Source: an optimization exercise on an open RTL-to-GDS flow (aim: small area, a short achievable clock period and few clock cycles). Production flows keep margins and buffers that such runs may drop.
Where RTL was checked, it was by simulation tests only, not by an equivalence proof against the original.
No functional check of the RTL was part of run 3.
Power figures rest on the tool's default switching activity, not on a simulated workload.

[flow/run.sh]
#!/bin/bash
# synth_recipe.tcl (not shown) runs the flow's synth.tcl, then flattens the netlist and writes it again
# the make line also repeats each setting of config.mk as NAME=value (left out here)
make -C /OpenROAD-flow-scripts/flow DESIGN_CONFIG=/design/flow/config.mk WORK_HOME=/design/flow/orfs CLKGATE_MAP_FILE= SYNTH_SCRIPT=/design/flow/synth_recipe.tcl finish
[flow/config.mk]
export PLATFORM = sky130hd
export DESIGN_NAME = bdd_deframer
export DESIGN_NICKNAME = bdd_deframer
export VERILOG_FILES = /design/flow/design.v
export SDC_FILE = /design/flow/constraint.sdc
export NUM_CORES = 4
export LEC_CHECK = 0
export CAP_MARGIN = 20
export CORE_MARGIN = 2
export CORE_UTILIZATION = 60
export SETUP_SLACK_MARGIN = 5
export SLEW_MARGIN = 20
[flow/constraint.sdc]
create_clock -name core_clock -period 10.0 [get_ports {clk}]
set_input_delay 2.0000 -clock core_clock [delete_from_list [all_inputs] [get_ports {clk}]]
set_output_delay 2.0000 -clock core_clock [all_outputs]
set_load 0.01 [all_outputs]
[flow/design.v]
module bdd_dec #(
    parameter MAX_FRAME = 32,
    parameter MIN_FRAME = 4
) (
    input  wire       clk,
    input  wire       rst,
    input  wire       adv,        
    input  wire       a_v,        
    input  wire       b_v,        
    input  wire       clr,        
    input  wire [7:0] bits,       
    input  wire       step,       
    input  wire       commit,     
    output wire       good,       
    output wire       ce,         
    output wire [1:0] nev,        
    output wire       good_raw,   
    output wire [4:0] len,        
    output wire [5:0] count_o,    
    output wire [4:0] base_o,     
    input  wire [4:0] rd_idx,
    output wire [7:0] rd_data
);
    localparam [15:0] CRC_POLY_R = 16'h8408;
    localparam [15:0] CRC_INIT   = 16'hFFFF;
    localparam [15:0] CRC_GOOD   = 16'hF0B8;
    function [15:0] crc_update;
        input [15:0] c;
        input [7:0]  b;
        integer k;
        begin
            crc_update = c ^ {8'h00, b};
            for (k = 0; k < 8; k = k + 1) begin
                if (crc_update[0])
                    crc_update = (crc_update >> 1) ^ CRC_POLY_R;
                else
                    crc_update = crc_update >> 1;
            end
        end
    endfunction
    function [5:0] add6;
        input [5:0] a;
        input [5:0] b;
        input       ci;
        reg   [5:0] g, p, gg, pp;
        integer     k, d;
        begin
            g  = a & b;
            p  = a ^ b;
            gg = g;
            pp = p;
            gg[0] = g[0] | (p[0] & ci);
            for (d = 1; d < 6; d = d * 2)
                for (k = 5; k >= d; k = k - 1) begin
                    gg[k] = gg[k] | (pp[k] & gg[k-d]);
                    pp[k] = pp[k] & pp[k-d];
                end
            add6 = p ^ {gg[4:0], ci};
        end
    endfunction
    reg  [7:1] w_r;         
    reg        in_frame;
    wire [14:0] e;
    assign e[6:0] = clr ? 7'd0 : w_r[7:1];
    genvar gi;
    generate
        for (gi = 0; gi < 8; gi = gi + 1) begin : g_bits
            assign e[7+gi] = bits[7-gi];
        end
    endgenerate
    wire       f0 = clr ? 1'b0 : in_frame;
    reg  [7:0] flag, inv, stuf, evm;
    reg  [8:0] fr;            
    reg  [7:0] evc, eva;
    reg  [2:0] ns [0:8];      
    reg  [7:0] dnew;          
    reg  [7:0] first_ev;      
    reg  [7:0] last_fl;       
    reg  [3:0] m_pre;         
    reg  [2:0] m_post;        
    reg        ev1c, ev1a, ext, rs, anyflag, anyev;
    reg        seen;
    integer    i, j;
    always @(*) begin
        for (i = 0; i < 8; i = i + 1) begin
            flag[i] = !e[i+7] && (&e[i+6 -: 6]) && !e[i];
            inv[i]  = (&e[i+7 -: 7]) && !e[i];
            stuf[i] = !e[i+7] && (&e[i+6 -: 5]) && !e[i+1];
            evm[i]  = flag[i] | inv[i];
        end
        anyflag = |flag;
        anyev   = |evm;
        fr[0] = f0;
        for (i = 0; i < 8; i = i + 1)
            fr[i+1] = flag[i] | (fr[i] & !inv[i]);
        for (i = 0; i < 8; i = i + 1) begin
            evc[i] = fr[i] & flag[i];
            eva[i] = fr[i] & inv[i];
        end
        ev1c = (evc[0] | eva[0]) ? evc[0] : |evc;
        ev1a = (evc[0] | eva[0]) ? eva[0] : |eva;
        ext  = (evc[0] | eva[0]) && (evc[7] | eva[7]);
        rs   = clr | anyflag | (|eva);
        ns[0] = 3'b001;           
        for (i = 0; i < 8; i = i + 1)
            ns[i+1] = stuf[i] ? {ns[i][1:0], 1'b0} : ns[i];
        for (j = 0; j < 8; j = j + 1) begin
            dnew[j] = !stuf[j] & ns[j][0] & e[7+j];
            if (j + 1 < 8) dnew[j] = dnew[j] | (!stuf[j+1] & ns[j+1][1] & e[8+j]);
            if (j + 2 < 8) dnew[j] = dnew[j] | (!stuf[j+2] & ns[j+2][2] & e[9+j]);
        end
        seen = 1'b0;
        for (i = 0; i < 8; i = i + 1) begin
            first_ev[i] = evm[i] & !seen;
            seen = seen | evm[i];
        end
        seen = 1'b0;
        for (i = 7; i >= 0; i = i - 1) begin
            last_fl[i] = flag[i] & !seen;
            seen = seen | flag[i];
        end
        m_pre = 4'd0;
        for (i = 0; i < 8; i = i + 1)
            if (first_ev[i])
                m_pre = i - (ns[i][1] ? 1 : ns[i][2] ? 2 : 0);
        if (!anyev)
            m_pre = 8 - (ns[8][1] ? 1 : ns[8][2] ? 2 : 0);
        m_post = 3'd0;
        for (i = 0; i < 8; i = i + 1)
            if (last_fl[i])
                m_post = (7 - i) - ((ns[8][1] & !ns[i+1][1]) ? 1 :
                                    (ns[8][2] & ns[i+1][0]) ? 2 :
                                    (ns[8][2] & ns[i+1][1]) ? 1 : 0);
    end
    reg  [7:0] q_dnew;
    reg  [2:0] q_ns;           
    reg  [3:0] q_mpre;
    reg  [2:0] q_mpost;
    reg        q_anyflag, q_f0, q_ev1c, q_ev1a, q_ext, q_rs;
    always @(posedge clk) begin
        if (rst) begin
            w_r      <= 7'd0;
            in_frame <= 1'b0;
        end else if (adv && a_v) begin
            w_r      <= e[14:8];
            in_frame <= fr[8];
        end
    end
    always @(posedge clk) begin
        if (adv) begin
            q_dnew    <= dnew;
            q_ns      <= ns[8];
            q_mpre    <= m_pre;
            q_mpost   <= m_post;
            q_anyflag <= anyflag;
            q_f0      <= f0;
            q_ev1c    <= ev1c;
            q_ev1a    <= ev1a;
            q_ext     <= ext;
            q_rs      <= rs;
        end
    end
    reg  [2:0] nbits;       
    reg  [7:0] acc;         
    reg  [15:0] x;
    reg  [7:0] nboh;
    reg        comp;
    reg  [7:0] cb, a;
    reg  [2:0] nb;
    integer    ib, jb;
    always @(*) begin
        for (jb = 0; jb < 8; jb = jb + 1)
            nboh[jb] = (nbits == jb);
        x = {q_dnew, acc};
        cb = 8'd0;
        for (jb = 0; jb < 8; jb = jb + 1)
            cb = cb | ({8{nboh[jb]}} & x[15-jb -: 8]);
        a = q_ns[0] ? q_dnew : q_ns[1] ? {q_dnew[6:0], acc[7]} : {q_dnew[5:0], acc[7:6]};
        comp = 1'b0;
        for (ib = 0; ib < 8; ib = ib + 1)
            for (jb = 0; jb < 9; jb = jb + 1)
                if (ib + jb >= 8)
                    comp = comp | (nboh[ib] & (q_mpre == jb));
        comp = comp & q_f0;
        nb = q_anyflag ? q_mpost : (nbits - (q_ns[1] ? 3'd1 : q_ns[2] ? 3'd2 : 3'd0));
    end
    reg        p_comp, p_ev1c, p_ev1a, p_ext, p_rs;
    reg  [7:0] p_cb;
    always @(posedge clk) begin
        if (adv) begin
            if (b_v) begin
                nbits <= nb;
                acc   <= a;
            end
            p_comp <= comp;
            p_cb   <= cb;
            p_ev1c <= q_ev1c;
            p_ev1a <= q_ev1a;
            p_ext  <= q_ext;
            p_rs   <= q_rs;
        end
    end
    reg  [5:0]  count;
    reg  [15:0] crc;
    reg  [4:0]  base;
    reg  [4:0]  wp;
    reg  [7:0]  ring [0:31];
    wire        wr        = p_comp && !count[5];
    wire        p_step    = step;
    wire [5:0]  count_mid = add6(count, 6'd0, wr);
    wire [15:0] crc_new   = crc_update(crc, p_cb);
    wire [15:0] crc_mid   = wr ? crc_new : crc;
    wire [5:0]  wp_mid    = add6({1'b0, wp}, 6'd0, wr);
    wire        long_en   = (count >= MIN_FRAME) || (wr && count == MIN_FRAME - 1);
    wire        crc_ok    = wr ? (crc_new == CRC_GOOD) : (crc == CRC_GOOD);
    wire        is_good   = p_ev1c && long_en && crc_ok;
    wire [5:0]  len_w     = add6(count, 6'h3F, 1'b0);      
    wire [5:0]  len_n     = add6(count, 6'h3E, 1'b0);      
    wire [5:0]  wp_back   = add6(wp_mid, 6'h3E, 1'b0);     
    assign good = p_step && is_good;
    assign ce   = p_step && p_ev1c && long_en && !crc_ok;
    assign nev  = {p_ext, (p_ev1c | p_ev1a) & !p_ext};
    assign good_raw = is_good;
    assign len  = wr ? len_w[4:0] : len_n[4:0];
    assign count_o = count;
    assign base_o  = base;
    assign rd_data = ring[rd_idx];
    wire [4:0] base_n = (is_good && commit) ? wp_back[4:0] : base;
    always @(posedge clk) begin
        if (rst) begin
            base <= 5'd0;
        end else if (adv && p_step && p_rs) begin
            base <= base_n;
        end
    end
    always @(posedge clk) begin
        if (adv && p_step) begin
            if (p_rs) begin
                count <= 6'd0;
                crc   <= CRC_INIT;
                wp    <= base_n;
            end else begin
                count <= count_mid;
                crc   <= crc_mid;
                wp    <= wp_mid[4:0];
            end
        end
    end
    always @(posedge clk) begin
        if (adv && p_step && wr)
            ring[wp] <= p_cb;
    end
endmodule
module bdd_deframer (
    input  wire        clk,
    input  wire        rst,
    input  wire        in_valid,
    input  wire [7:0]  in_data,
    output wire        in_ready,
    output wire        out_valid,
    output wire [7:0]  out_data,
    input  wire        out_ready,
    output reg         chunk_done,
    output reg         locked,
    output reg         sel,
    output reg  [15:0] frame_count,
    output reg  [15:0] fcs_err_count,
    output reg  [15:0] in_byte_count,
    output reg  [15:0] out_byte_count
);
    localparam MAX_FRAME     = 32;
    localparam MIN_FRAME     = 4;
    localparam CHUNK_SIZE    = 34;
    localparam RESYNC_PERIOD = 4;
    localparam QD            = 4;    
    function [15:0] add16;
        input [15:0] a;
        input [15:0] b;
        input        ci;
        reg   [15:0] g, p, gg, pp;
        integer      k, d;
        begin
            g  = a & b;
            p  = a ^ b;
            gg = g;
            pp = p;
            gg[0] = g[0] | (p[0] & ci);
            for (d = 1; d < 16; d = d * 2)
                for (k = 15; k >= d; k = k - 1) begin
                    gg[k] = gg[k] | (pp[k] & gg[k-d]);
                    pp[k] = pp[k] & pp[k-d];
                end
            add16 = p ^ {gg[14:0], ci};
        end
    endfunction
    wire [5:0] count0, count1;
    wire [4:0] base0, base1;
    reg  [4:0] rp0, rp1;             
    reg  [2:0] q_cnt;
    wire [15:0] u0 = add16({11'd0, base0}, {11'h7FF, ~rp0}, 1'b1);    
    wire [15:0] u1 = add16({11'd0, base1}, {11'h7FF, ~rp1}, 1'b1);
    wire [15:0] s0 = add16({10'd0, count0}, {11'd0, u0[4:0]}, 1'b0);
    wire [15:0] s1 = add16({10'd0, count1}, {11'd0, u1[4:0]}, 1'b0);
    wire full0 = (u0[4:0] != 5'd0) && (s0[5:0] >= 6'd31);
    wire full1 = (u1[4:0] != 5'd0) && (s1[5:0] >= 6'd31);
    wire q_full;
    reg  stall;
    always @(posedge clk) begin
        if (rst) stall <= 1'b0;
        else     stall <= full0 || full1 || q_full;
    end
    wire adv   = !stall;
    reg  [5:0] byte_idx;
    reg  [1:0] phase;
    reg        r_v, r_first, r_last, r_eval;
    reg  [7:0] r_byte;
    assign in_ready = adv;
    wire take   = in_valid && in_ready;
    wire [15:0] bidx_inc = add16({10'd0, byte_idx}, 16'd0, 1'b1);
    always @(posedge clk) begin
        if (rst) begin
            byte_idx <= 6'd0;
            phase    <= 2'd0;
            r_v      <= 1'b0;
        end else if (adv) begin
            r_v <= take;
            if (take) begin
                if (byte_idx == CHUNK_SIZE - 1) begin
                    byte_idx <= 6'd0;
                    phase    <= phase + 2'd1;
                end else begin
                    byte_idx <= bidx_inc[5:0];
                end
            end
        end
    end
    always @(posedge clk) begin
        if (adv) begin
            r_byte  <= in_data;
            r_first <= (byte_idx == 6'd0);
            r_last  <= (byte_idx == CHUNK_SIZE - 1);
            r_eval  <= (phase == 2'd0);
        end
    end
    reg  q_v, q_first, q_last, q_eval;      
    reg  p_v, p_first, p_last, p_eval;      
    wire clr0  = r_eval && r_first &&  sel;
    wire clr1  = r_eval && r_first && !sel;
    wire step0 = p_v && (p_eval || !sel);
    wire step1 = p_v && (p_eval ||  sel);
    wire       good0, good1, ce0, ce1, gr0, gr1;
    wire [1:0] nev0, nev1;
    wire [4:0] len0, len1;
    wire [7:0] rd0, rd1;
    bdd_dec #(.MAX_FRAME(MAX_FRAME), .MIN_FRAME(MIN_FRAME)) u_dec0 (
        .clk(clk), .rst(rst), .adv(adv),
        .a_v(r_v), .b_v(q_v), .clr(clr0), .bits(r_byte),
        .step(step0), .commit(!sel), .good(good0), .ce(ce0), .nev(nev0), .good_raw(gr0), .len(len0),
        .count_o(count0), .base_o(base0),
        .rd_idx(rp0), .rd_data(rd0)
    );
    bdd_dec #(.MAX_FRAME(MAX_FRAME), .MIN_FRAME(MIN_FRAME)) u_dec1 (
        .clk(clk), .rst(rst), .adv(adv),
        .a_v(r_v), .b_v(q_v), .clr(clr1), .bits(~r_byte),
        .step(step1), .commit(sel), .good(good1), .ce(ce1), .nev(nev1), .good_raw(gr1), .len(len1),
        .count_o(count1), .base_o(base1),
        .rd_idx(rp1), .rd_data(rd1)
    );
    always @(posedge clk) begin
        if (rst) begin
            q_v <= 1'b0;
            p_v <= 1'b0;
        end else if (adv) begin
            q_v <= r_v;
            p_v <= q_v;
        end
    end
    always @(posedge clk) begin
        if (adv) begin
            q_first <= r_first;
            q_last  <= r_last;
            q_eval  <= r_eval;
            p_first <= q_first;
            p_last  <= q_last;
            p_eval  <= q_eval;
        end
    end
    wire       good_sel = sel ? good1 : good0;
    wire       ce_sel   = sel ? ce1   : ce0;
    wire [4:0] len_sel  = sel ? len1  : len0;
    reg  [7:0] d_prev;
    reg  [8:0] d_tot;
    reg        d_fix;
    wire [1:0] nv1 = nev1, nv0 = nev0;
    wire [2:0] d_e = (nv1 == nv0) ? 3'd0 :
                     (nv1 == 2'd2 && nv0 == 2'd0) ? 3'd2 :
                     (nv1 == 2'd0 && nv0 == 2'd2) ? 3'd6 :
                     (nv1 > nv0) ? 3'd1 : 3'd7;       
    wire [2:0] d_em = d_e - 3'd1;                     
    wire [2:0] d_ep = d_e + 3'd1;                     
    wire [15:0] t_b = p_first ? {{8{d_prev[7]}}, d_prev} : {{7{d_tot[8]}}, d_tot};
    wire [15:0] t_e = add16(t_b, {{13{d_e[2]}},  d_e},  1'b0);
    wire [15:0] t_m = add16(t_b, {{13{d_em[2]}}, d_em}, 1'b0);
    wire [15:0] t_p = add16(t_b, {{13{d_ep[2]}}, d_ep}, 1'b0);
    wire       g_dn  = gr1 && !gr0;           
    wire       g_up  = gr0 && !gr1;           
    wire [8:0] d_tot_n = g_dn ? t_m[8:0] : g_up ? t_p[8:0] : t_e[8:0];
    wire [15:0] t_k [0:6];
    wire [6:0] neg_k, pos_k;
    genvar gk;
    generate
        for (gk = 0; gk < 7; gk = gk + 1) begin : g_k
            assign t_k[gk]  = add16(t_b, gk - 3, 1'b0);
            assign neg_k[gk] = t_k[gk][8];
            assign pos_k[gk] = !t_k[gk][8] && (t_k[gk][8:0] != 9'd0);
        end
    endgenerate
    wire [2:0] e_i = d_e + 3'd3;                      
    wire neg_m = neg_k[e_i - 3'd1], neg_e = neg_k[e_i], neg_p = neg_k[e_i + 3'd1];
    wire pos_m = pos_k[e_i - 3'd1], pos_e = pos_k[e_i], pos_p = pos_k[e_i + 3'd1];
    wire sw_from0 = g_dn ? neg_m : g_up ? neg_p : neg_e;
    wire sw_from1 = g_dn ? pos_m : g_up ? pos_p : pos_e;
    wire do_switch = sel ? sw_from1 : sw_from0;
    wire [15:0] d_cur = add16({{7{d_tot[8]}}, d_tot}, {8'hFF, ~d_prev}, 1'b1);    
    always @(posedge clk) begin
        if (rst) begin
            sel    <= 1'b0;
            d_prev <= 8'd0;
            d_tot  <= 9'd0;
            d_fix  <= 1'b0;
        end else begin
            d_fix <= 1'b0;
            if (d_fix)
                d_prev <= d_cur[7:0];
            if (adv && p_v && p_eval) begin
                d_tot <= d_tot_n;
                if (p_last) begin
                    d_fix <= 1'b1;
                    if (do_switch)
                        sel <= ~sel;
                end
            end
        end
    end
    reg        s_v, s_good, s_ce, s_last, s_sw, s_dec;
    reg  [4:0] s_len;
    always @(posedge clk) begin
        if (rst)
            s_v <= 1'b0;
        else
            s_v <= adv && p_v;
    end
    always @(posedge clk) begin
        s_good <= good_sel;
        s_ce   <= ce_sel;
        s_len  <= len_sel;
        s_last <= p_last;
        s_sw   <= p_last && p_eval && do_switch;
        s_dec  <= sel;
    end
    wire [15:0] fc_inc = add16(frame_count, 16'd0, 1'b1);
    wire [15:0] ec_inc = add16(fcs_err_count, 16'd0, 1'b1);
    wire [15:0] ob_add = add16(out_byte_count, {11'd0, s_len}, 1'b0);
    wire [15:0] ib_add = add16(in_byte_count, CHUNK_SIZE, 1'b0);
    wire push = s_v && s_good;
    assign q_full = (q_cnt == QD) || ((q_cnt == QD - 1) && (push || (adv && p_v && good_sel)));
    always @(posedge clk) begin
        if (rst) begin
            locked         <= 1'b0;
            frame_count    <= 16'd0;
            fcs_err_count  <= 16'd0;
            in_byte_count  <= 16'd0;
            out_byte_count <= 16'd0;
            chunk_done     <= 1'b0;
        end else begin
            chunk_done <= s_v && s_last;
            if (s_v) begin
                if (s_good) begin
                    frame_count    <= fc_inc;
                    out_byte_count <= ob_add;
                end
                if (s_ce)
                    fcs_err_count <= ec_inc;
                if (s_last)
                    in_byte_count <= ib_add;
                if (s_sw)
                    locked <= 1'b0;
                else if (s_good)
                    locked <= 1'b1;
            end
        end
    end
    reg  [5:0] q_mem [0:QD-1];      
    reg  [1:0] q_wr, q_rd;
    wire       q_pop;
    wire [15:0] q_cnt_inc = add16({13'd0, q_cnt}, 16'd0, 1'b1);
    wire [15:0] q_cnt_dec = add16({13'd0, q_cnt}, 16'hFFFF, 1'b0);
    always @(posedge clk) begin
        if (push)
            q_mem[q_wr] <= {s_dec, s_len};
    end
    always @(posedge clk) begin
        if (rst) begin
            q_wr  <= 2'd0;
            q_rd  <= 2'd0;
            q_cnt <= 3'd0;
        end else begin
            if (push)  q_wr <= q_wr + 2'd1;
            if (q_pop) q_rd <= q_rd + 2'd1;
            if (push && !q_pop)
                q_cnt <= q_cnt_inc;
            else if (q_pop && !push)
                q_cnt <= q_cnt_dec;
        end
    end
    localparam [1:0] E_IDLE = 2'd0, E_LEN = 2'd1, E_PAY = 2'd2;
    reg  [1:0] e_st;
    reg        e_dec;
    reg  [4:0] e_len;
    reg  [4:0] e_rem;
    reg        o_valid;
    reg  [7:0] o_data;
    assign out_valid = o_valid;
    assign out_data  = o_data;
    wire load = !o_valid || out_ready;
    wire [15:0] rp0_inc   = add16({11'd0, rp0}, 16'd0, 1'b1);
    wire [15:0] rp1_inc   = add16({11'd0, rp1}, 16'd0, 1'b1);
    wire [15:0] e_rem_dec = add16({11'd0, e_rem}, 16'hFFFF, 1'b0);
    assign q_pop = load && (e_st == E_IDLE) && (q_cnt != 3'd0);
    wire [5:0] q_head = q_mem[q_rd];
    always @(posedge clk) begin
        if (rst) begin
            e_st    <= E_IDLE;
            o_valid <= 1'b0;
            rp0     <= 5'd0;
            rp1     <= 5'd0;
        end else if (load) begin
            case (e_st)
                E_PAY: begin
                    o_valid <= 1'b1;
                    if (e_dec) rp1 <= rp1_inc[4:0];
                    else       rp0 <= rp0_inc[4:0];
                    if (e_rem == 5'd1)
                        e_st <= E_IDLE;
                end
                E_LEN: begin
                    o_valid <= 1'b1;
                    e_st    <= E_PAY;
                end
                default: begin
                    o_valid <= (q_cnt != 3'd0);
                    if (q_cnt != 3'd0)
                        e_st <= E_LEN;
                end
            endcase
        end
    end
    always @(posedge clk) begin
        if (load) begin
            case (e_st)
                E_PAY: begin
                    o_data <= e_dec ? rd1 : rd0;
                    e_rem  <= e_rem_dec[4:0];
                end
                E_LEN: begin
                    o_data <= {3'b000, e_len};
                    e_rem  <= e_len;
                end
                default: begin
                    o_data <= 8'h00;
                    e_dec  <= q_head[5];
                    e_len  <= q_head[4:0];
                end
            endcase
        end
    end
endmodule
==> key figures, run 1 <==
Outcome
  • Status: finished clean

Power
  • Gate power share: 18.2%
  • Sw Share: 28.3%
  • Switching power: 2.85 mW
  • Static Leak: between 15 and 20 nW
  • Sequential share of power: 49.4%
  • Peak VDD IR: 0.000164 V
  • Cell-internal power: 7.22 mW
  • PwrDens: around 210 mW/mm^2
  • Power share of the clock group: 32.5%

Clock network
  • Clock Sinks: about 880
  • Hold Buf Count CTS: 0
  • CTS max path bufs: 3
  • CTS tree: done
  • H-tree depth: 3
  • Clock latency (worst-skew pair): 640 ps
  • Worst-path clk slew: 60 ps
  • Number of buffers created by CTS: 89
  • Root Buffer: clkbuf_16

Worst setup path
  • CP max stage delay: 440 ps
  • Reg2reg path depth: 22
  • Worst endpoint required time: ~11000 ps
  • Critical path, cell by cell: o21bai_1 -> ha_1 -> a32oi_1 -> nand2b_1 -> inv_2 -> a21o_1 -> a22o_2 -> inv_1 -> ha_4 -> inv_1 -> fa_1 -> a21oi_1 -> nor2_1 -> nor2_1 -> o21bai_1 -> a21oi_1 -> o21bai_1 -> a21oi_1 -> xor2_1 -> a211oi_1 -> or3_1 -> a311oi_1
  • Crit-path slowest cell: edfxtp_1
  • Worst R2R End: d_tot[8]
  • Kind of critical path: flip-flop to flip-flop
  • CP max FO: 8
  • CP Launch Type: flip-flop
  • R2R setup slack: roughly 5200 ps
  • Critical path capture point type: flip-flop
  • Worst Path Buf+Inv: 3
  • Worst R2R Start: u_dec1.p_ext
  • Top delay family on crit path: compound AO/OA/AOI/OAI gates
  • Worst EP arrival: 5380 ps

Synthesis
  • Synth warnings: 3
  • Area contributors post-synth: edfxtp_1 (51%), mux4_2 (9.1%), dfxtp_1 (7.7%), ha_1 (3.6%), nor2_1 (2.8%)
  • Syn avg cell area: 13.2 sq um
  • Compound-cell area share of the yosys netlist: 7.48%
  • EDFF count, synth: 720
  • Post-synthesis adder-cell area fraction: 4.12%
  • Asr flop ratio synth: 0%
  • Synth top cells by count: edfxtp_1 (720), nor2_1 (312), nand2_1 (272), mux4_2 (171), dfxtp_1 (163)
  • Post-synthesis sequential area ratio: 59.1%
  • Yosys top cell area share: 51.3%
  • Ys flop type: edfxtp_1
  • Synth area leader: edfxtp_1
  • Simple-gate share of the synthesized area: 10.8%
  • Leading cell type by number of instances after synthesis: edfxtp_1
  • Cell Area, Synth: 0.0421 sq mm
  • Syn nets: roughly 3300
  • Number of distinct library cells after synthesis: 90
  • Synthesized flop and latch total: 883
  • Mux cell area share after synthesis: a little under an eighth
  • Synth Instances: 3195
  • Post-Synth XOR/XNOR Area: between 4 and 5%
  • Largest family of logic cells by synthesized area: multiplexers

Final layout
  • Finished Core Util: 67.3%
  • Fraction of layout cells with a size suffix above 1: 12.4%
  • Nets: 3417
  • Final instance area: 0.0469 sq mm
  • Layout area overhead: 11.4%
  • Final Non-Filler Cells: 4288
  • N_diodes: 0

Floorplanning
  • Initial core utilization: 60.3%
  • Core box area: 0.0698 sq mm
  • Width of the die: approximately 270 um
  • Std-Cell Rows: 97
  • Boundary pin count: 89
  • DIE AREA: 0.0723 sq mm
  • Die height: 269 um

Min path
  • Hold path endpoint: u_dec0.p_ext
  • WHS Path Cells: 0
  • Min-Delay Path Class: flip-flop to flip-flop
  • Hold path startpoint: u_dec0.q_ext

GRT
  • Total gr overflow: 0
  • First-pass GRT wire length: 149000 um
  • Largest net degree at the start of global routing: 89
  • Vias in the first global route: between 20000 and 30000
  • Antenna violations before repair: 2
  • Gr usage total: 26.7%

STA
  • Post-route minimum period: about 4800 ps
  • Final Hold Vio Count: 0
  • Clock Skew: 36.4 ps
  • Setup_tns: 0 ps
  • Max Clk Rate: 0.206 GHz
  • Final setup fails: 0
  • Slew @ Worst Pin: 1070 ps
  • Slew Limit Headroom: 28.4%
  • Fin. max-slew vios: 0
  • Fin crit share: 48.4%
  • RSZ-0062 raised after global routing: yes
  • Setup WS post-layout: 5160 ps

Drt
  • Vias post-DR: 26500
  • Remaining antenna violation count: 0
  • Residual DRC count: 0
  • WL final: just under 100000 um
  • Initial DRC count: between 2000 and 2500
  • First drt pass iteration count: 5
  • Per-cell routed wire length: approximately 23 um
  • Vias per cell: slightly above 6

Place
  • Port Buf Inserts: 87
  • GPL Wtd Cong: 0.884
  • Pre-CTS setup slack: between 4000 and 5000 ps
  • Detailed placement HPWL: approximately 64000 um
  • Placed instance area: 0.0438 sq mm
  • Cell total after placement: about 4100

Run
  • Max-cap violations: 0
[sequential cells by signal, summed over array words and instances (netlist names), 7 cells and up, named ones only]
| signal | cells |
|---|---|
| u_dec1.p_cb | 8 |
| u_dec0.p_cb | 8 |
| q_mem | 24 |
| u_dec1.acc | 7 |
| fcs_err_count | 16 |
| d_tot | 9 |
| frame_count | 16 |
| u_dec1.q_dnew | 8 |
| d_prev | 8 |
| u_dec0.crc | 16 |
| r_byte | 8 |
| out_byte_count | 16 |
| u_dec1.crc | 16 |
| u_dec0.ring | 256 |
| u_dec0.q_dnew | 8 |
| in_byte_count | 15 |
| u_dec0.acc | 7 |
| o_data | 8 |
| u_dec0.w_r | 7 |
| u_dec1.w_r | 7 |
| u_dec1.ring | 256 |
[placed cells by master, fill, tap and decap left out, types with 31 or more instances in the layout]
cell type,instances
edfxtp_1,720
nor2_1,312
nand2_1,272
mux4_2,171
dfxtp_1,158
a21oi_1,148
ha_1,120
inv_1,112
o21ai_0,104
xnor2_1,94
clkbuf_16,90
clkdlybuf4s50_1,86
xor2_1,75
nand3_1,73
mux2i_1,66
nor3_1,47
buf_4,42
nand2b_1,35
nand4_1,35
nor2b_1,35
and3_1,31
[power by group through the flow]
stage / logic (mW) / clock network, mW / registers [mW]
finish: 1.83 / 3.27 / 4.97
global route: 2.01 / 3.48 / 5.01
CTS: 1.71 / 3.32 / 5.04
detailed placement: 1.69 / 0 / 5.12
global placement: 1.63 / 0 / 5.10
floorplan: 1.21 / 0 / 4.98
[how the worst max path moves through the flow]
stage / start / to / slack, ps / cells after the start
global placement: u_dec1.p_ev1c / d_tot[8] / 4910 / 22
global route: u_dec1.p_ext / d_tot[8] / 4760 / 22
detailed placement: u_dec1.p_ev1c / d_tot[8] / 4760 / 22
floorplan: u_dec1.p_ext / d_tot[8] / 5440 / 22
finish: u_dec1.p_ext / d_tot[8] / 5160 / 22
CTS: u_dec1.p_ev1c / d_tot[8] / 4970 / 22
[layout make-up]
cell class | instances | area (sq um)
Sequential cell | 883 | 24900
Fill cell | 4997 | 22900
Tap cell | 940 | 1180
Timing Repair Buffer | 134 | 1260
Clock inverter | 55 | 532
Inverter | 118 | 447
Multi-Input combinational cell | 2047 | 16300
Clock buffer | 111 | 2340
[cells by family after synthesis]
family | Yosys count
simple gates | 966
flops | 883
compound gates | 492
buf+inv | 265
mux | 263
xor+xnor | 193
fa+ha+maj | 132
other cells | 1
[timing repair]
| action | in CTS | in global routing |
|---|---|---|
| resized for setup | 4 | 8 |
| pin swaps | 0 | 2 |
| endpoints found under the setup margin | 2 | 9 |
| setup buffers | 0 | 13 |
[through the flow]
stage	power, mW	hold slack, ps
6_report	10.1	403
3_5_place_dp	6.81	403
2_1_floorplan	6.19	362
3_3_place_gp	6.73	397
5_1_grt	10.5	416
4_1_cts	10.1	408
[metal layers]
| layer | routed length (um) | GRT usage [%] | up-vias | part of all wire, % |
|---|---|---|---|---|
| met1 | 42100 | 37.5 | 13200 | 44 |
| met5 | 0 | 0 | - | 0 |
| met3 | 5150 | 3.42 | 170 | 5.3 |
| met4 | 2400 | 7.91 | 0 | 2.5 |
| met2 | 46900 | 44.2 | 889 | 49 |
| li1 | - | - | 12200 | - |
Testbench counts, summed over its fixed seeds: cycles 6,653.
==> inputs of run 2 (changes only) <==
--- a/flow/config.mk
+++ b/flow/config.mk
@@ -7,6 +7,6 @@
 export LEC_CHECK = 0
 export CAP_MARGIN = 20
 export CORE_MARGIN = 2
-export CORE_UTILIZATION = 60
+export CORE_UTILIZATION = 40
 export SETUP_SLACK_MARGIN = 5
 export SLEW_MARGIN = 20
==> key figures, run 2 <==
STA
  • Slew @ Worst Pin: between 1000 and 1500 ps
  • Setup_tns: 0 ps
  • Final Hold Vio Count: 0
  • Post-route minimum period: approximately 4700 ps
  • Max Clk Rate: around 0.21 GHz
  • Slew Limit Headroom: approximately a third
  • Fin crit share: 46.6%
  • RSZ-0062 raised after global routing: yes
  • Final setup fails: 0
  • Clock Skew: 37.8 ps
  • Fin. max-slew vios: 0

Drt
  • Per-cell routed wire length: 20.0 um
  • Vias per cell: 5.42
  • WL final: 95200 um
  • First drt pass iteration count: 8
  • Vias post-DR: ~26000
  • Residual DRC count: 0
  • Initial DRC count: 2107
  • Remaining antenna violation count: 0

Synthesis
  • Post-synthesis adder-cell area fraction: 4.12%
  • EDFF count, synth: 720
  • Simple-gate share of the synthesized area: between 10% and 20%
  • Area contributors post-synth: edfxtp_1 (51%), mux4_2 (9.1%), dfxtp_1 (7.7%), ha_1 (3.6%), nor2_1 (2.8%)
  • Largest family of logic cells by synthesized area: multiplexers
  • Syn avg cell area: between 10 and 15 sq um
  • Leading cell type by number of instances after synthesis: edfxtp_1
  • Post-synthesis sequential area ratio: 59.1%
  • Synth Instances: 3195
  • Cell Area, Synth: 0.0421 sq mm
  • Synth area leader: edfxtp_1
  • Asr flop ratio synth: 0%
  • Mux cell area share after synthesis: between 10% and 20%
  • Synthesized flop and latch total: 883
  • Synth top cells by count: edfxtp_1 (720), nor2_1 (312), nand2_1 (272), mux4_2 (171), dfxtp_1 (163)
  • Ys flop type: edfxtp_1
  • Number of distinct library cells after synthesis: 90
  • Post-Synth XOR/XNOR Area: 4.70%
  • Synth warnings: 3
  • Compound-cell area share of the yosys netlist: 7.48%
  • Yosys top cell area share: 51.3%
  • Syn nets: approximately 3300

Final layout
  • Most frequent cells in the layout: edfxtp_1 (720), nor2_1 (311), nand2_1 (272)
  • Multi-input gate area: between 0.015 and 0.02 sq mm
  • Register area: 0.0249 sq mm
  • Fillers: 9425
  • Layout area overhead: 13.2%
  • Largest regs: u_dec0.ring x256, u_dec1.ring x256, q_mem x24
  • Nets: 3424
  • N_diodes: 0
  • Fraction of layout cells with a size suffix above 1: 13.2%
  • Commonest non-fill, non-tap cell in the layout: edfxtp_1
  • Finished Core Util: between 40% and 50%

Floorplanning
  • Std-Cell Rows: 119
  • Core box area: approximately 0.10 sq mm
  • DIE AREA: 0.108 sq mm
  • Boundary pin count: 89
  • Width of the die: 328 um
  • Initial core utilization: 40.2%
  • Die height: 328 um

Power
  • PwrDens: 213 mW/mm^2
  • Power share of the clock group: roughly 33%
  • Static Leak: 16.2 nW
  • Switching power: 2.89 mW
  • Sequential share of power: 48.5%
  • Gate power share: 18.3%
  • Sw Share: 28.6%
  • Overall Power: 10.1 mW
  • Cell-internal power: 7.24 mW
  • Peak VDD IR: 0.000166 V

Worst setup path
  • Setup crit start: u_dec1.p_cb[2]
  • CP Launch Type: flip-flop
  • Worst endpoint required time: 10560 ps
  • Critical path capture point type: flip-flop
  • Worst EP arrival: 5220 ps
  • Kind of critical path: flip-flop to flip-flop
  • CP max FO: 23
  • Worst R2R Start: u_dec1.p_cb[2]

Clock network
  • Clock latency (worst-skew pair): 670 ps
  • Worst-path clk slew: 60 ps
  • CTS tree: done
  • CTS max path bufs: 3
  • Hold Buf Count CTS: 0
  • Number of buffers created by CTS: 92
  • Clock Sinks: between 800 and 900
  • H-tree depth: 3
  • Root Buffer: clkbuf_16

GRT
  • Largest net degree at the start of global routing: 79
  • First-pass GRT wire length: 148000 um
  • Vias in the first global route: approximately 25000
  • Total gr overflow: 0
  • Gr usage total: 17.5%
  • Antenna violations before repair: 0

Run
  • Max-cap violations: 0

Place
  • GPL Wtd Cong: just under 0.9
  • Port Buf Inserts: 87
  • Detailed placement HPWL: 63600 um

Min path
  • Hold path startpoint: u_dec1.q_ext
  • Min-Delay Path Class: flip-flop to flip-flop

Outcome
  • Status: finished clean
## run 2: cell counts after synthesis
No cell type changed its count.
## run 2: layout make-up
cell class,instances,share of cell area [%]
Timing Repair Buffer,138,2.66
Clock buffer,115,5.12
Sequential cell,883,52.2
Inverter,118,0.937
Clock inverter,59,1.20
Multi-Input combinational cell,2047,34.2
Tap cell,1391,3.65
## run 2: through the flow
stage                     setup WS (ps)  hold slack [ps]  instance area, sq um  instances
after global routing               4950              442                 47700       4751
after global placement             4790              406                 44500       4564
after floorplan                    5440              362                 42100       3195
final                              5340              422                 47700       4751
after detailed placement           4730              411                 44500       4564
after CTS                          5040              423                 47500       4738
## run 2: layer usage
metal	vias to the layer above	track usage, %	share of wire [%]
li1	12200	-	-
met1	12800	25.0	46
met2	638	28.3	47
met3	130	2.20	4.6
met4	0	4.64	2.0
met5	-	0	0
## run 2: power groups by stage
| stage | logic, mW | clock network, mW | registers, mW |
|---|---|---|---|
| after floorplan | 1.21 | 0 | 4.98 |
| after global placement | 1.77 | 0 | 5.04 |
| after detailed placement | 1.79 | 0 | 5.04 |
| after CTS | 1.80 | 3.45 | 4.97 |
| after global routing | 2.06 | 3.58 | 4.96 |
| final | 1.86 | 3.36 | 4.92 |
## run 2: logic make-up after synthesis
kind of cell             after synthesis
buffers and inverters                265
adder cells (fa/ha/maj)              132
AND/OR/NAND/NOR                      966
AO/OA/AOI/OAI                        492
XOR/XNOR                             193
flip-flops                           883
multiplexers                         263
other                                  1
## run 2: timing repair
item | in CTS | in global routing
resized for setup | 4 | 13
buffers inserted | 0 | 10
pin swaps | 0 | 1
setup endpoints to repair | 2 | 8
endpoints found under the hold margin | 0 | 0
## run 2: path summary, 6_finish.rpt
| kind | depth (start not counted) | endpoint | slack, ps |
|---|---|---|---|
| min | 0 | u_dec1.p_ext | 420 |
| max | 12 | sel | 5340 |
| min reg2reg | 0 | u_dec1.p_ext | 420 |
| max reg2reg | 12 | sel | 5340 |
## run 2: critical path: stages, from the launching register on
cell,delay (ps)
edfxtp_1,580
buf_8,250
xnor2_2,390
xor2_1,160
or4b_1,520
o21ai_0,290
and4b_1,750
xnor3_1,530
nor4_1,260
a311o_2,170
o21bai_2,80
a211oi_2,260
mux2_4,320
==> inputs of run 3 (changes only) <==
--- a/flow/design.v
+++ b/flow/design.v
@@ -74,12 +74,10 @@
     reg  [7:0] evc, eva;
     reg  [2:0] ns [0:8];      
     reg  [7:0] dnew;          
-    reg  [7:0] first_ev;      
-    reg  [7:0] last_fl;       
-    reg  [3:0] m_pre;         
+    reg  [7:0] evb;
+    reg  [7:0] ok;            
     reg  [2:0] m_post;        
-    reg        ev1c, ev1a, ext, rs, anyflag, anyev;
-    reg        seen;
+    reg        ev1c, ev1a, ext, rs, anyflag;
     integer    i, j;
     always @(*) begin
         for (i = 0; i < 8; i = i + 1) begin
@@ -89,7 +87,6 @@
             evm[i]  = flag[i] | inv[i];
         end
         anyflag = |flag;
-        anyev   = |evm;
         fr[0] = f0;
         for (i = 0; i < 8; i = i + 1)
             fr[i+1] = flag[i] | (fr[i] & !inv[i]);
@@ -109,32 +106,25 @@
             if (j + 1 < 8) dnew[j] = dnew[j] | (!stuf[j+1] & ns[j+1][1] & e[8+j]);
             if (j + 2 < 8) dnew[j] = dnew[j] | (!stuf[j+2] & ns[j+2][2] & e[9+j]);
         end
-        seen = 1'b0;
-        for (i = 0; i < 8; i = i + 1) begin
-            first_ev[i] = evm[i] & !seen;
-            seen = seen | evm[i];
-        end
-        seen = 1'b0;
-        for (i = 7; i >= 0; i = i - 1) begin
-            last_fl[i] = flag[i] & !seen;
-            seen = seen | flag[i];
+        evb[0] = evm[0];
+        for (i = 1; i < 8; i = i + 1)
+            evb[i] = evb[i-1] | evm[i];
+        for (j = 1; j <= 8; j = j + 1) begin
+            ok[j-1] = 1'b0;
+            for (i = j - 1; i <= j + 1 && i < 8; i = i + 1)
+                ok[j-1] = ok[j-1] | (!stuf[i] & ns[i][i-j+1] & !evb[i]);
         end
-        m_pre = 4'd0;
-        for (i = 0; i < 8; i = i + 1)
-            if (first_ev[i])
-                m_pre = i - (ns[i][1] ? 1 : ns[i][2] ? 2 : 0);
-        if (!anyev)
-            m_pre = 8 - (ns[8][1] ? 1 : ns[8][2] ? 2 : 0);
         m_post = 3'd0;
-        for (i = 0; i < 8; i = i + 1)
-            if (last_fl[i])
-                m_post = (7 - i) - ((ns[8][1] & !ns[i+1][1]) ? 1 :
-                                    (ns[8][2] & ns[i+1][0]) ? 2 :
-                                    (ns[8][2] & ns[i+1][1]) ? 1 : 0);
+        for (i = 0; i < 7; i = i + 1)
+            if (flag[i])
+                m_post = m_post | ((7 - i) - ((i == 0) ? (stuf[6] | stuf[7]) :
+                                              (i == 1) ? stuf[7] : 1'b0));
+        if (flag[7])
+            m_post = 3'd0;
     end
     reg  [7:0] q_dnew;
     reg  [2:0] q_ns;           
-    reg  [3:0] q_mpre;
+    reg  [7:0] q_ok;
     reg  [2:0] q_mpost;
     reg        q_anyflag, q_f0, q_ev1c, q_ev1a, q_ext, q_rs;
     always @(posedge clk) begin
@@ -150,7 +140,7 @@
         if (adv) begin
             q_dnew    <= dnew;
             q_ns      <= ns[8];
-            q_mpre    <= m_pre;
+            q_ok      <= ok;
             q_mpost   <= m_post;
             q_anyflag <= anyflag;
             q_f0      <= f0;
@@ -176,12 +166,7 @@
         for (jb = 0; jb < 8; jb = jb + 1)
             cb = cb | ({8{nboh[jb]}} & x[15-jb -: 8]);
         a = q_ns[0] ? q_dnew : q_ns[1] ? {q_dnew[6:0], acc[7]} : {q_dnew[5:0], acc[7:6]};
-        comp = 1'b0;
-        for (ib = 0; ib < 8; ib = ib + 1)
-            for (jb = 0; jb < 9; jb = jb + 1)
-                if (ib + jb >= 8)
-                    comp = comp | (nboh[ib] & (q_mpre == jb));
-        comp = comp & q_f0;
+        comp = q_f0 & q_ok[7 - nbits];
         nb = q_anyflag ? q_mpost : (nbits - (q_ns[1] ? 3'd1 : q_ns[2] ? 3'd2 : 3'd0));
     end
     reg        p_comp, p_ev1c, p_ev1a, p_ext, p_rs;
@@ -307,7 +292,7 @@
     reg  stall;
     always @(posedge clk) begin
         if (rst) stall <= 1'b0;
-        else     stall <= full0 || full1 || q_full;
+        else     stall <= full0 || full1 || q_full || (adv && p_v && p_eval && p_last);
     end
     wire adv   = !stall;
     reg  [5:0] byte_idx;
@@ -390,59 +375,41 @@
     wire [4:0] len_sel  = sel ? len1  : len0;
     reg  [7:0] d_prev;
     reg  [8:0] d_tot;
-    reg        d_fix;
-    wire [1:0] nv1 = nev1, nv0 = nev0;
-    wire [2:0] d_e = (nv1 == nv0) ? 3'd0 :
-                     (nv1 == 2'd2 && nv0 == 2'd0) ? 3'd2 :
-                     (nv1 == 2'd0 && nv0 == 2'd2) ? 3'd6 :
-                     (nv1 > nv0) ? 3'd1 : 3'd7;       
-    wire [2:0] d_em = d_e - 3'd1;                     
-    wire [2:0] d_ep = d_e + 3'd1;                     
-    wire [15:0] t_b = p_first ? {{8{d_prev[7]}}, d_prev} : {{7{d_tot[8]}}, d_tot};
-    wire [15:0] t_e = add16(t_b, {{13{d_e[2]}},  d_e},  1'b0);
-    wire [15:0] t_m = add16(t_b, {{13{d_em[2]}}, d_em}, 1'b0);
-    wire [15:0] t_p = add16(t_b, {{13{d_ep[2]}}, d_ep}, 1'b0);
-    wire       g_dn  = gr1 && !gr0;           
-    wire       g_up  = gr0 && !gr1;           
-    wire [8:0] d_tot_n = g_dn ? t_m[8:0] : g_up ? t_p[8:0] : t_e[8:0];
-    wire [15:0] t_k [0:6];
-    wire [6:0] neg_k, pos_k;
-    genvar gk;
-    generate
-        for (gk = 0; gk < 7; gk = gk + 1) begin : g_k
-            assign t_k[gk]  = add16(t_b, gk - 3, 1'b0);
-            assign neg_k[gk] = t_k[gk][8];
-            assign pos_k[gk] = !t_k[gk][8] && (t_k[gk][8:0] != 9'd0);
-        end
-    endgenerate
-    wire [2:0] e_i = d_e + 3'd3;                      
-    wire neg_m = neg_k[e_i - 3'd1], neg_e = neg_k[e_i], neg_p = neg_k[e_i + 3'd1];
-    wire pos_m = pos_k[e_i - 3'd1], pos_e = pos_k[e_i], pos_p = pos_k[e_i + 3'd1];
-    wire sw_from0 = g_dn ? neg_m : g_up ? neg_p : neg_e;
-    wire sw_from1 = g_dn ? pos_m : g_up ? pos_p : pos_e;
-    wire do_switch = sel ? sw_from1 : sw_from0;
+    reg  [2:0] pend;
+    reg        sw_cyc, d_fix;
+    wire [2:0] fe_a = {1'b0, nev1} + {2'b00, gr0};     
+    wire [2:0] fe_b = {1'b0, nev0} + {2'b00, gr1};
+    wire [2:0] delta = fe_a - fe_b;                      
+    wire [15:0] d_app = add16({{7{d_tot[8]}}, d_tot}, {{13{pend[2]}}, pend}, 1'b0);
+    wire       d_neg  = d_app[8];
+    wire       d_zero = (d_app[8:0] == 9'd0);
+    wire do_switch = sw_cyc && (sel ? (!d_neg && !d_zero) : d_neg);
     wire [15:0] d_cur = add16({{7{d_tot[8]}}, d_tot}, {8'hFF, ~d_prev}, 1'b1);    
     always @(posedge clk) begin
         if (rst) begin
             sel    <= 1'b0;
             d_prev <= 8'd0;
             d_tot  <= 9'd0;
+            pend   <= 3'd0;
+            sw_cyc <= 1'b0;
             d_fix  <= 1'b0;
         end else begin
-            d_fix <= 1'b0;
+            sw_cyc <= adv && p_v && p_eval && p_last;
+            d_fix  <= sw_cyc;
             if (d_fix)
                 d_prev <= d_cur[7:0];
+            if (do_switch)
+                sel <= ~sel;
             if (adv && p_v && p_eval) begin
-                d_tot <= d_tot_n;
-                if (p_last) begin
-                    d_fix <= 1'b1;
-                    if (do_switch)
-                        sel <= ~sel;
-                end
+                d_tot <= p_first ? {d_prev[7], d_prev} : d_app[8:0];
+                pend  <= delta;
+            end else begin
+                d_tot <= d_app[8:0];
+                pend  <= 3'd0;
             end
         end
     end
-    reg        s_v, s_good, s_ce, s_last, s_sw, s_dec;
+    reg        s_v, s_good, s_ce, s_last, s_dec;
     reg  [4:0] s_len;
     always @(posedge clk) begin
         if (rst)
@@ -455,7 +422,6 @@
         s_ce   <= ce_sel;
         s_len  <= len_sel;
         s_last <= p_last;
-        s_sw   <= p_last && p_eval && do_switch;
         s_dec  <= sel;
     end
     wire [15:0] fc_inc = add16(frame_count, 16'd0, 1'b1);
@@ -483,11 +449,11 @@
                     fcs_err_count <= ec_inc;
                 if (s_last)
                     in_byte_count <= ib_add;
-                if (s_sw)
-                    locked <= 1'b0;
-                else if (s_good)
+                if (s_good)
                     locked <= 1'b1;
             end
+            if (do_switch)
+                locked <= 1'b0;
         end
     end
     reg  [5:0] q_mem [0:QD-1];      
==> key figures, run 3 <==
Outcome
  • Status: finished clean

Power
  • Peak VDD IR: 0.000148 V
  • Power share of the clock group: 35.4%
  • Cell-internal power: roughly 7.4 mW
  • Gate power share: 14.2%
  • Overall Power: around 10 mW
  • Static Leak: 15.4 nW
  • Sequential share of power: approximately half
  • PwrDens: 221 mW/mm^2
  • Sw Share: a little over a quarter
  • Switching power: 2.74 mW

Worst setup path
  • Reg2reg path depth: 13
  • CP max FO: 33
  • Worst R2R Start: u_dec1.p_cb[2]
  • Worst endpoint required time: 10500 ps
  • CP Launch Type: flip-flop
  • Kind of critical path: flip-flop to flip-flop
  • Worst EP arrival: 4820 ps
  • Worst R2R End: pend[2]
  • R2R setup slack: 5690 ps
  • Critical path capture point type: flip-flop

STA
  • Slew Limit Headroom: about 25%
  • Fin. max-slew vios: 0
  • Final Hold Vio Count: 0
  • Setup_tns: 0 ps
  • Slew @ Worst Pin: 1120 ps
  • Post-route minimum period: 4310 ps
  • RSZ-0062 raised after global routing: no
  • Clock Skew: 24.9 ps
  • Final setup fails: 0
  • Fin crit share: a little over two fifths
  • Fin Hold WS: 418 ps
  • Max Clk Rate: 0.232 GHz

Place
  • Detailed placement HPWL: between 60000 and 70000 um
  • GPL Wtd Cong: approximately 0.89
  • Placed instance area: 0.0426 sq mm
  • Port Buf Inserts: 87

Synthesis
  • Simple-gate share of the synthesized area: 10.2%
  • Post-synthesis sequential area ratio: 62.2%
  • Mux cell area share after synthesis: about an eighth
  • Post-Synth XOR/XNOR Area: 3.95%
  • Synth warnings: 3
  • EDFF count, synth: 728
  • Area contributors post-synth: edfxtp_1 (54%), mux4_2 (9.7%), dfxtp_1 (8.2%), ha_1 (2.9%), nor2_1 (2.7%)
  • Syn nets: 3057
  • Number of distinct library cells after synthesis: 80
  • Ys flop type: edfxtp_1
  • Syn avg cell area: 13.8 sq um
  • Compound-cell area share of the yosys netlist: 6.19%
  • Yosys top cell area share: 54.0%
  • Synthesized flop and latch total: just under 900
  • Largest family of logic cells by synthesized area: multiplexers
  • Cell Area, Synth: 0.0405 sq mm
  • Synth Instances: 2941
  • Synth top cells by count: edfxtp_1 (728), nor2_1 (287), nand2_1 (230), mux4_2 (175), dfxtp_1 (166)
  • Synth area leader: edfxtp_1
  • Asr flop ratio synth: 0%
  • Post-synthesis adder-cell area fraction: around 3.4%
  • Leading cell type by number of instances after synthesis: edfxtp_1

Floorplanning
  • Core box area: ~0.1 sq mm
  • Die height: 322 um
  • Boundary pin count: 89
  • Width of the die: ~320 um
  • DIE AREA: 0.104 sq mm
  • Std-Cell Rows: between 100 and 150
  • Initial core utilization: 40.4%

Clock network
  • Worst-path clk slew: 60 ps
  • Number of buffers created by CTS: 93
  • CTS resizes: 0
  • Clock Sinks: just under 900
  • Clock latency (worst-skew pair): around 660 ps
  • Root Buffer: clkbuf_16
  • Post-CTS Setup Bufs: 0
  • Hold Buf Count CTS: 0
  • H-tree depth: 3
  • CTS tree: done
  • CTS max path bufs: 3

Run
  • Max-cap violations: 0

Final layout
  • Most frequent cells in the layout: edfxtp_1 (728), nor2_1 (287), nand2_1 (230)
  • Largest regs: u_dec0.ring x256, u_dec1.ring x256, q_mem x24
  • N_diodes: 0
  • Commonest non-fill, non-tap cell in the layout: edfxtp_1
  • Layout area overhead: 13.5%
  • Fraction of layout cells with a size suffix above 1: 13.3%
  • Nets: 3121
  • Final instance area: 0.0460 sq mm

GRT
  • Antenna violations before repair: 0
  • Vias in the first global route: 24500
  • Gr usage total: 17.7%
  • First-pass GRT wire length: about 140000 um
  • Total gr overflow: 0
  • Largest net degree at the start of global routing: 85

Min path
  • Hold path endpoint: u_dec0.p_rs
  • Min-Delay Path Class: flip-flop to flip-flop
  • Hold path startpoint: u_dec0.q_rs
  • WHS Path Cells: 0

Drt
  • Vias per cell: 5.48
  • Per-cell routed wire length: slightly above 20 um
  • WL final: a little over 90000 um
  • First drt pass iteration count: 5
  • Residual DRC count: 0
  • Vias post-DR: 24000
  • Initial DRC count: 2189
  • Remaining antenna violation count: 0
run 3: changes by cell type after synthesis, moves of 10 or more:
cell      delta
a21boi_0    -11
a21oi_1     -14
ha_1        -28
inv_1       -27
nand2_1     -42
nor2_1      -25
nor3_1      -18
o211ai_1    -17
o31ai_1     -11
xnor2_1     -10
xnor3_1     -10
run 3: per-stage QoR:
stage | setup slack (ps) | utilization [%] | cells
floorplan | 5130 | - | 2941
global placement | 5780 | 42.5 | 4199
detailed placement | 5690 | 42.5 | 4199
CTS | 5670 | 45.7 | 4374
global route | 5300 | 45.9 | 4383
finish | 5690 | 45.9 | 4383
run 3: power groups by stage:
| stage | Clock, mW | Combinational [mW] | Sequential (mW) |
|---|---|---|---|
| after floorplan | 0 | 1.03 | 5.00 |
| after global placement | 0 | 1.24 | 5.26 |
| after detailed placement | 0 | 1.26 | 5.31 |
| after CTS | 3.67 | 1.27 | 5.24 |
| after global routing | 3.83 | 1.61 | 5.17 |
| final | 3.59 | 1.44 | 5.11 |
run 3: layer usage:
layer | wire length [um] | global-route usage, %
met5 | 0 | 0
met4 | 2000 | 5.09
met1 | 40300 | 24.2
met3 | 4450 | 2.52
met2 | 44400 | 29.4
run 3: worst max path at each step:
stage,start,endpoint,slack [ps],cells after the start
3_3_place_gp,u_dec1.p_cb[0],pend[2],5780,12
2_1_floorplan,stall,u_dec0.ring[28][0],5130,6
5_1_grt,u_dec1.p_cb[2],pend[2],5300,13
4_1_cts,u_dec1.p_cb[2],pend[2],5670,13
6_report,u_dec1.p_cb[2],pend[2],5690,13
3_5_place_dp,u_dec1.p_cb[2],pend[2],5690,13
run 3: worst max-delay path, stage by stage, from the launching register on:
cell and delay [ps]:
edfxtp_1 1030, xnor2_1 390, xnor2_1 360, xnor2_1 180
or3_1 380, or3_1 350, a21oi_1 260, and2_1 200
fa_1 210, fa_1 390, inv_1 80, ha_1 170
xnor2_1 120, nor3_1 60
run 3: cell type report:
class / count / area [sq um]
Timing Repair Buffer: 121 / 1220
Tap cell: 1298 / 1620
Clock buffer: 116 / 2470
Clock inverter: 59 / 729
Fill cell: 8784 / 54200
Multi-Input combinational cell: 1805 / 14400
Inverter: 90 / 340
Sequential cell: 894 / 25200
run 3: kinds of logic after synthesis:
logic type | after synthesis
fa+ha+maj | 104
simple gates | 876
buf+inv | 242
flops | 894
mux | 252
compound gates | 401
other cells | 1
xor+xnor | 171
==> inputs of run 4 (changes only) <==
--- a/flow/design.v
+++ b/flow/design.v
@@ -231,9 +231,22 @@
             end
         end
     end
+    reg        s_wr;
+    reg  [4:0] s_wp;
+    reg  [7:0] s_cb;
     always @(posedge clk) begin
-        if (adv && p_step && wr)
-            ring[wp] <= p_cb;
+        if (rst)
+            s_wr <= 1'b0;
+        else
+            s_wr <= adv && p_step && wr;
+    end
+    always @(posedge clk) begin
+        s_wp <= wp;
+        s_cb <= p_cb;
+    end
+    always @(posedge clk) begin
+        if (s_wr)
+            ring[s_wp] <= s_cb;
     end
 endmodule
 module bdd_deframer (
==> key figures, run 4 <==
Outcome
  • Status: finished clean

Synthesis
  • Post-synthesis sequential area ratio: 62.6%
  • Area contributors post-synth: edfxtp_1 (53%), mux4_2 (9.9%), dfxtp_1 (9.4%), ha_1 (2.8%), nor2_1 (2.7%)
  • Syn nets: 3021
  • Synth Instances: 2905
  • Yosys top cell area share: 53.1%
  • Synth top cells by count: edfxtp_1 (728), nor2_1 (301), nand2_1 (211), dfxtp_1 (194), mux4_2 (180)
  • Leading cell type by number of instances after synthesis: edfxtp_1
  • EDFF count, synth: 728
  • Syn avg cell area: 14.2 sq um
  • Number of distinct library cells after synthesis: 95
  • Synth warnings: 3
  • Synthesized flop and latch total: 922
  • Ys flop type: edfxtp_1
  • Synth area leader: edfxtp_1
  • Asr flop ratio synth: 0%
  • Cell Area, Synth: 0.0411 sq mm

Worst setup path
  • Critical path capture point type: output port
  • CP max FO: 37
  • CP max stage delay: ~640 ps
  • Worst endpoint required time: 8000 ps
  • Top delay family on crit path: buffers and inverters
  • Crit-path slowest cell: clkdlybuf4s50_1
  • CP Launch Type: flip-flop
  • Worst Path Buf+Inv: 2
  • Kind of critical path: flip-flop to output port
  • Worst EP arrival: 2220 ps
  • Critical path, cell by cell: inv_4 -> clkdlybuf4s50_1
  • R2R setup slack: 6360 ps

GRT
  • Antenna violations before repair: 0
  • Vias in the first global route: 24400
  • First-pass GRT wire length: roughly 140000 um
  • Largest net degree at the start of global routing: 91
  • Gr usage total: approximately 17%
  • Total gr overflow: 0

Floorplanning
  • DIE AREA: 0.105 sq mm
  • Initial core utilization: 40.4%
  • Width of the die: 325 um
  • Core box area: 0.102 sq mm
  • Boundary pin count: 89
  • Die height: 325 um
  • Std-Cell Rows: 117

Clock network
  • CTS max path bufs: 3
  • CTS tree: done
  • Hold Buf Count CTS: 0
  • Root Buffer: clkbuf_16
  • Clock latency (worst-skew pair): 690 ps
  • Worst-path clk slew: 70 ps
  • CTS resizes: 0
  • Post-CTS Setup Bufs: 0
  • H-tree depth: 3
  • Number of buffers created by CTS: 96
  • Clock Sinks: between 900 and 1000

Drt
  • DR WL met3: 4490 um
  • First drt pass iteration count: 7
  • Met2 Wirelength: around 43000 um
  • Vias post-DR: about 24000
  • WL final: approximately 90000 um
  • Remaining antenna violation count: 0
  • Initial DRC count: 2001
  • Per-cell routed wire length: 20.3 um
  • Max layer used: met4
  • Vias per cell: 5.36
  • Residual DRC count: 0
  • Met1 Wirelength: slightly above 40000 um

Power
  • Peak VDD IR: roughly 0.00014 V
  • Static Leak: 15.6 nW
  • PwrDens: about 230 mW/mm^2

STA
  • Fin crit share: 42.2%
  • Setup_tns: 0 ps
  • Setup WS post-layout: 5780 ps
  • Slew @ Worst Pin: about 1100 ps
  • Final Hold Vio Count: 0
  • Post-route minimum period: 4220 ps
  • Slew Limit Headroom: 28.5%
  • Fin. max-slew vios: 0
  • Clock Skew: 49.6 ps
  • Final setup fails: 0
  • RSZ-0062 raised after global routing: no
  • Max Clk Rate: 0.237 GHz

Final layout
  • Fraction of layout cells with a size suffix above 1: 13.9%
  • N_diodes: 0
  • Finished Core Util: 45.7%
  • Most frequent cells in the layout: edfxtp_1 (728), nor2_1 (301), nand2_1 (211)
  • Fillers: approximately 9000
  • Nets: 3089
  • Commonest non-fill, non-tap cell in the layout: edfxtp_1
  • Register area: roughly 0.026 sq mm
  • Largest regs: u_dec0.ring x256, u_dec1.ring x256, q_mem x24
  • Layout area overhead: 13.2%
  • Multi-input gate area: between 0.01 and 0.015 sq mm

Place
  • Detailed placement HPWL: 59900 um
  • GPL Wtd Cong: roughly 0.84
  • Pre-CTS setup slack: just under 6000 ps
  • Port Buf Inserts: 87

Min path
  • Min-Delay Path Class: flip-flop to flip-flop

Run
  • Max-cap violations: 0
run 4: cell count changes in the layout (fill, tap and decap cells not counted), sizes merged, moves of 7 or more:
cell,previous run,this run
clkbuf,116,130
buf,35,21
a21oi,134,103
inv,91,106
or3,25,14
nand2,231,213
nor2,288,303
and3,38,31
dfxtp,166,194
nand4,30,23
run 4: final cells by class:
cell class	count	share of cell area, %
Clock buffer	130	5.74
Tap cell	1368	3.68
Inverter	106	0.860
Sequential cell	922	55.3
Clock inverter	49	1.26
Multi-Input combinational cell	1740	30.9
Timing Repair Buffer	107	2.19
run 4: cells by family (layout without fill, tap and decap cells):
| family | count (synthesis) | in the layout | share of synthesized area (%) |
|---|---|---|---|
| AOI/OAI and AO/OA | 344 | 344 | 5.32 |
| DFF | 922 | 922 | 62.6 |
| buffers and inverters | 243 | 392 | 2.45 |
| xor gates and xnor gates | 176 | 176 | 4.27 |
| adders and majority gates | 104 | 104 | 3.36 |
| muxes | 263 | 263 | 12.0 |
| other | 1 | 1 | 0.00912 |
| and+or+nand+nor | 852 | 852 | 10.0 |
run 4: worst paths after layout:
path,to,cells past startpoint,startpoint
max,in_ready,2,stall
min,u_dec0.s_wp[0],0,u_dec0.wp[0]
min reg2reg,u_dec0.s_wp[0],0,u_dec0.wp[0]
max reg2reg,pend[2],11,u_dec1.p_cb[3]
run 4: power breakdown:
part	switching (mW)	leakage, nW	internal, mW
clock network	1.50	1.58	2.12
logic	0.970	5.74	0.721
registers	0.520	8.30	4.87
total	2.99	15.6	7.71
run 4: layer usage:
metal | global-route usage [%] | up-vias
li1 | - | 11000
met3 | 2.84 | 131
met5 | 0 | -
met4 | 4.61 | 0
met2 | 27.8 | 605
met1 | 23.5 | 11900
run 4: worst register-to-register path, stage by stage (launching register included):
cell      delay, ps
edfxtp_1        430
xnor2_2         350
xnor3_1         500
and4_4          200
a41oi_4         340
nor2b_1         180
fa_1            480
fa_1            540
inv_1            40
ha_1            200
xnor2_1         150
nor3_1           60
run 4: metrics by stage:
stage	cell area (sq um)	hold slack (ps)	power [mW]	std cells
after detailed placement	43300	379	7.17	4243
after global routing	46500	410	11.2	4422
final	46500	386	10.7	4422
after CTS	46500	394	10.8	4422
after floorplan	41100	352	6.50	2905
after global placement	43300	380	7.08	4243
Testbench counts of run 4, summed over its fixed seeds: cycles 6,701.
==> inputs of run 5 (changes only) <==
--- a/flow/design.v
+++ b/flow/design.v
@@ -169,7 +169,7 @@
         comp = q_f0 & q_ok[7 - nbits];
         nb = q_anyflag ? q_mpost : (nbits - (q_ns[1] ? 3'd1 : q_ns[2] ? 3'd2 : 3'd0));
     end
-    reg        p_comp, p_ev1c, p_ev1a, p_ext, p_rs;
+    reg        p_comp, p_ev1c, p_ev1a, p_ext, p_rs, p_f0;
     reg  [7:0] p_cb;
     always @(posedge clk) begin
         if (adv) begin
@@ -183,6 +183,7 @@
             p_ev1a <= q_ev1a;
             p_ext  <= q_ext;
             p_rs   <= q_rs;
+            p_f0   <= q_f0;
         end
     end
     reg  [5:0]  count;
@@ -196,7 +197,7 @@
     wire [15:0] crc_new   = crc_update(crc, p_cb);
     wire [15:0] crc_mid   = wr ? crc_new : crc;
     wire [5:0]  wp_mid    = add6({1'b0, wp}, 6'd0, wr);
-    wire        long_en   = (count >= MIN_FRAME) || (wr && count == MIN_FRAME - 1);
+    wire        long_en   = p_f0 && ((count >= MIN_FRAME) || (wr && count == MIN_FRAME - 1));
     wire        crc_ok    = wr ? (crc_new == CRC_GOOD) : (crc == CRC_GOOD);
     wire        is_good   = p_ev1c && long_en && crc_ok;
     wire [5:0]  len_w     = add6(count, 6'h3F, 1'b0);      
==> key figures, run 5 <==
Outcome
  • Status: finished clean

Clock network
  • Hold Buf Count CTS: 0
  • CTS max path bufs: 3
  • CTS tree: done
  • Post-CTS Setup Bufs: 0
  • Number of buffers created by CTS: about 100
  • Clock latency (worst-skew pair): a little under 700 ps
  • Clock Sinks: 924
  • Worst-path clk slew: roughly 60 ps
  • H-tree depth: 3
  • CTS resizes: 0
  • Root Buffer: clkbuf_16

STA
  • RSZ-0062 raised after global routing: no
  • Fin. max-slew vios: 0
  • Setup WS post-layout: 5790 ps
  • Clock Skew: around 31 ps
  • Max Clk Rate: 0.237 GHz
  • Final setup fails: 0
  • Setup_tns: 0 ps
  • Final Hold Vio Count: 0
  • Fin crit share: 42.1%
  • Post-route minimum period: between 4000 and 5000 ps
  • Slew Limit Headroom: a little under a third
  • Slew @ Worst Pin: 1030 ps
  • Fin Hold WS: ~380 ps

Worst setup path
  • Critical path, cell by cell: clkdlybuf4s50_1
  • CP max stage delay: 820 ps
  • Kind of critical path: flip-flop to output port
  • Crit-path slowest cell: dfxtp_1
  • CP Launch Type: flip-flop
  • Top delay family on crit path: flip-flops
  • Worst Path Buf+Inv: 1
  • Worst EP arrival: 2210 ps
  • Worst endpoint required time: about 8000 ps
  • CP max FO: 22
  • Critical path capture point type: output port

Drt
  • WL final: 92500 um
  • Initial DRC count: 1890
  • Residual DRC count: 0
  • First drt pass iteration count: 8
  • Vias per cell: about 5.4
  • Remaining antenna violation count: 0
  • Vias post-DR: 24000
  • Per-cell routed wire length: 20.8 um

Synthesis
  • Synth top cells by count: edfxtp_1 (730), nor2_1 (300), nand2_1 (200), dfxtp_1 (194), mux4_2 (178)
  • Ys flop type: edfxtp_1
  • Post-synthesis adder-cell area fraction: between 3 and 4%
  • Leading cell type by number of instances after synthesis: edfxtp_1
  • Cell Area, Synth: 0.0411 sq mm
  • Post-synthesis sequential area ratio: 62.8%
  • Post-Synth XOR/XNOR Area: 4.16%
  • Synth warnings: 3
  • Mux cell area share after synthesis: between 10% and 20%
  • Compound-cell area share of the yosys netlist: 5.34%
  • Synth area leader: edfxtp_1
  • Yosys top cell area share: 53.3%
  • Syn nets: 3038
  • Simple-gate share of the synthesized area: 10.1%
  • Asr flop ratio synth: 0%
  • EDFF count, synth: 730
  • Number of distinct library cells after synthesis: 88
  • Synth Instances: slightly below 3000
  • Syn avg cell area: 14.1 sq um
  • Synthesized flop and latch total: slightly above 900
  • Largest family of logic cells by synthesized area: multiplexers
  • Area contributors post-synth: edfxtp_1 (53%), mux4_2 (9.8%), dfxtp_1 (9.5%), ha_1 (2.8%), nor2_1 (2.7%)

Power
  • Static Leak: 15.7 nW
  • PwrDens: roughly 230 mW/mm^2
  • Overall Power: roughly 11 mW
  • Peak VDD IR: 0.000169 V

Place
  • Detailed placement HPWL: slightly above 60000 um
  • Placed instance area: around 0.043 sq mm
  • GPL Wtd Cong: 0.854
  • Pre-CTS setup slack: 5820 ps
  • Port Buf Inserts: 87
  • Cell total after placement: approximately 4300

Floorplanning
  • Width of the die: 325 um
  • Boundary pin count: between 80 and 90
  • Die height: 325 um
  • DIE AREA: 0.105 sq mm
  • Initial core utilization: 40.3%
  • Std-Cell Rows: 117
  • Core box area: 0.102 sq mm

GRT
  • Gr usage total: 17.5%
  • Vias in the first global route: 24600
  • First-pass GRT wire length: 145000 um
  • Total gr overflow: 0
  • Largest net degree at the start of global routing: 79
  • Antenna violations before repair: 0

Final layout
  • Layout area overhead: 13.6%
  • Commonest non-fill, non-tap cell in the layout: edfxtp_1
  • N_diodes: 0
  • Finished Core Util: 45.8%
  • Final instance area: 0.0467 sq mm
  • Fraction of layout cells with a size suffix above 1: 14.0%
  • Final Non-Filler Cells: 4449
  • Most frequent cells in the layout: edfxtp_1 (730), nor2_1 (300), nand2_1 (200)
  • Nets: 3114
  • Largest regs: u_dec0.ring x256, u_dec1.ring x256, q_mem x24

Min path
  • Min-Delay Path Class: flip-flop to flip-flop

Run
  • Max-cap violations: 0
run 5: cell types whose count changed after synthesis, sizes merged, moves of 6 or more:
| cell | change |
|---|---|
| nand2b | +7 |
| xnor2 | -9 |
| xor2 | +15 |
| inv | -8 |
| o22ai | +7 |
| nor3b | +6 |
| o21a | +7 |
| nand2 | -13 |
| buf | -6 |
| nand4 | +9 |
| o21ai | -10 |
| mux2i | +7 |
run 5: path summary, 6_finish.rpt:
kind / startpoint / endpoint / slack [ps] / cells past startpoint
setup / recovery: sel / sel / 5790 / 1
hold / removal: u_dec1.wp[0] / u_dec1.s_wp[0] / 380 / 0
setup reg to reg: sel / u_dec1.q_dnew[5] / 6130 / 8
hold reg to reg: u_dec1.wp[0] / u_dec1.s_wp[0] / 380 / 0
run 5: final cells by class:
type | instances | area (sq um)
Sequential cell | 924 | 25800
Clock inverter | 44 | 510
Tap cell | 1368 | 1710
Clock buffer | 139 | 2830
Fill cell | 8994 | 55200
Timing Repair Buffer | 110 | 1040
Inverter | 100 | 378
Multi-Input combinational cell | 1764 | 14400
run 5: layer usage:
layer	GRT usage [%]	wire (um)
met5	0	0
met4	5.82	2370
met3	2.25	3930
met2	28.6	44500
met1	24.3	41700
run 5: cells by family after synthesis:
| logic type | count (synthesis) |
|---|---|
| DFF | 924 |
| and+or+nand+nor | 861 |
| AOI/OAI and AO/OA | 348 |
| muxes | 270 |
| buffers and inverters | 234 |
| xor gates and xnor gates | 180 |
| adders and majority gates | 104 |
| other | 1 |
run 5: report_power, final:
part	leakage, nW	switching, mW	internal (mW)
sequential	8.36	0.496	4.87
combinational	5.67	0.884	0.611
clock	1.64	1.52	2.17
total	15.7	2.90	7.65
Testbench counts of run 5, summed over its fixed seeds: cycles 6,701.

Re-timed with assumed drivers on the ports (clkbuf_16 on the clock, buf_2 on other inputs), run 5 has 5.731 ns of setup slack against 5.788 ns with ideal ports, and 5.717 ns once port delays also move by the mid clock arrival of 0.720 ns.
